What follows belongs to an exercise in optimizing a design on an open flow for small area; a production flow would make more cautious choices. Only simulation tests tie the RTL to the original design; equivalence was not proved. Power is estimated from default activity; no workload was simulated.

Design modbus_slave, start of the top module:
module modbus_slave (
    input  wire        clk,
    input  wire        rst,
    input  wire        start,
    input  wire [15:0] cfg_nb_reg,
    input  wire [7:0]  cfg_slave_addr,
    output wire        busy,
    output reg         done,
    output wire [15:0] status,
    input  wire        tick,
    input  wire        rx_valid,
    input  wire [7:0]  rx_data,
    output wire        rx_ready,
    output wire        tx_valid,
    output reg  [7:0]  tx_data,
    input  wire        tx_ready,
    input  wire        tx_idle,
    output wire        de,
    output reg  [15:0] rt_addr,
    output wire        rt_re,
    output wire        rt_we,
    output wire [15:0] rt_wdata,
    input  wire [15:0] rt_rdata,
    output wire        rt_busy
);
==> flow/config.mk <==
export PLATFORM = sky130hd
export DESIGN_NAME = modbus_slave
export DESIGN_NICKNAME = modbus_slave
export VERILOG_FILES = /design/flow/design.v
export SDC_FILE = /design/flow/constraint.sdc
export NUM_CORES = 4
export LEC_CHECK = 0
export CAP_MARGIN = 20
export CORE_MARGIN = 2
export CORE_UTILIZATION = 55
export SLEW_MARGIN = 20
==> flow/constraint.sdc <==
create_clock -name core_clock -period 10.0 [get_ports {clk}]
set_input_delay 2.0000 -clock core_clock [delete_from_list [all_inputs] [get_ports {clk}]]
set_output_delay 2.0000 -clock core_clock [all_outputs]
set_load 0.01 [all_outputs]
standard.sh (not shown) runs the stock make flow with config.mk's settings and CLKGATE_MAP_FILE= SYNTH_SCRIPT=/design/flow/synth_recipe.tcl, a recipe that flattens the netlist after the stock synthesis.
==> flow/flow/run.sh <==
#!/bin/bash
# Standard layout, with two changes: clock tree synthesis without dummy
# loads, with clkbuf_8 leaf clusters and clkbuf_2 tree buffers, and
# unit-size port buffers.
export CTS_ARGS="-sink_clustering_enable -repair_clock_nets -dont_use_dummy_load -sink_clustering_size 20 -sink_clustering_max_diameter 60 -buf_list sky130_fd_sc_hd__clkbuf_8 -tree_buf sky130_fd_sc_hd__clkbuf_2"
export BUFFER_PORTS_ARGS="-buffer_cell sky130_fd_sc_hd__buf_1"
bash standard.sh > standard.log 2>&1
rc=$?
tail -20 standard.log
exit $rc
Then changed:
==> flow/flow/run.sh (replaced) <==
#!/bin/bash
# Standard layout, with two changes: clock tree synthesis without dummy
# loads, with clkbuf_8 leaf clusters and clkbuf_4 tree buffers, and
# unit-size port buffers.
export CTS_ARGS="-sink_clustering_enable -repair_clock_nets -dont_use_dummy_load -sink_clustering_size 20 -sink_clustering_max_diameter 60 -buf_list sky130_fd_sc_hd__clkbuf_8 -tree_buf sky130_fd_sc_hd__clkbuf_4"
export BUFFER_PORTS_ARGS="-buffer_cell sky130_fd_sc_hd__buf_1"
bash standard.sh > standard.log 2>&1
rc=$?
tail -20 standard.log
exit $rc
--- a/flow/config.mk
+++ b/flow/config.mk
@@ -8,4 +8,4 @@
 export CAP_MARGIN = 20
 export CORE_MARGIN = 2
-export CORE_UTILIZATION = 55
+export CORE_UTILIZATION = 50
 export SLEW_MARGIN = 20
Effect:
- The changed run completed with no timing, DRC or antenna violations
- die area climbs by 9.9%
- routed wire length came out lower by 2.7%
- worst setup slack is better by 0.52 ns
- sequential share of layout area fell by 0.27 points
- power barely changes
- via count falls by 0.52%

========
## epsilon
Another version of the RTL of modbus_slave (not shown whole).
Size in the first run: roughly 0.055 sq mm of cells after synthesis.
Settings: LEC_CHECK=0, CAP_MARGIN=20, CORE_MARGIN=2, CORE_UTILIZATION=55, SLEW_MARGIN=20; clock period 10.0 ns.
==> flow/flow/run.sh <==
#!/bin/bash
# Standard layout, with two changes: clock tree synthesis without dummy
# loads, with clkbuf_8 leaf clusters and clkbuf_4 tree buffers, and
# unit-size port buffers.
export CTS_ARGS="-sink_clustering_enable -repair_clock_nets -dont_use_dummy_load -sink_clustering_size 18 -sink_clustering_max_diameter 40 -buf_list sky130_fd_sc_hd__clkbuf_8 -tree_buf sky130_fd_sc_hd__clkbuf_4"
export BUFFER_PORTS_ARGS="-buffer_cell sky130_fd_sc_hd__buf_1"
bash standard.sh > standard.log 2>&1
rc=$?
tail -20 standard.log
exit $rc
Input changes introduced in beta (baseline for comparison: epsilon):
-- flow/flow/run.sh --
<<< epsilon, line 5
export CTS_ARGS="-sink_clustering_enable -repair_clock_nets -dont_use_dummy_load -sink_clustering_size 18 -sink_clustering_max_diameter 40 -buf_list sky130_fd_sc_hd__clkbuf_8 -tree_buf sky130_fd_sc_hd__clkbuf_4"
>>> beta, line 5
export CTS_ARGS="-sink_clustering_enable -repair_clock_nets -dont_use_dummy_load -sink_clustering_size 20 -sink_clustering_max_diameter 60 -buf_list sky130_fd_sc_hd__clkbuf_8 -tree_buf sky130_fd_sc_hd__clkbuf_4"
### Flow results
- beta vs. epsilon: overall via count from detail_route went down by 0.62%.
- Of beta and epsilon, the run reporting the lower final cell count was beta.
- Between epsilon and beta, the global-route usage figures differ only marginally.
- Relative contribution of combinational cells to total power: beta > epsilon
- Comparing beta and epsilon, the higher layout overhead on the synthesized area is on epsilon.
- Part of the power in the clock network: beta and epsilon compared, higher one is epsilon
- Fmax: beta higher than epsilon
- Between epsilon and beta, the routed wire length figures differ only marginally.
- Setup slack in beta is larger than in epsilon.

-- static timing again, ports no longer ideal --
The flow's constraints put no driver on any port. The routed layouts listed below were extracted and timed again, unchanged, in two steps. Step 1 sets driving cells, clkbuf_16 on the clock port and buf_2 on the other inputs (assumed; they add their load-dependent delay and slew). Step 2 adds t to the input delays and takes it off the output delays; t is the mean of the earliest and latest rising clock arrival at the registers after step 1. Input paths then give back, and output paths get back, about the clock's delay inside the block. a / b / c = ideal ports / drivers / drivers and shift; a / b = the first two.
run	shift t [ns]	setup slack, ns	worst setup path at the end	slew at the worst register clock pin (ns)
the first run of note 1	1.004	2.086 / 2.020 / 3.024	register to output	0.12 / 0.12
the second run of note 1	0.943	2.602 / 2.533 / 3.476	register to output	0.12 / 0.12
epsilon	0.969	2.208 / 2.142 / 3.111	register to output	0.11 / 0.11
beta	0.922	2.232 / 2.165 / 3.087	register to output	0.12 / 0.12
After both steps setup and hold are still met in every run listed.
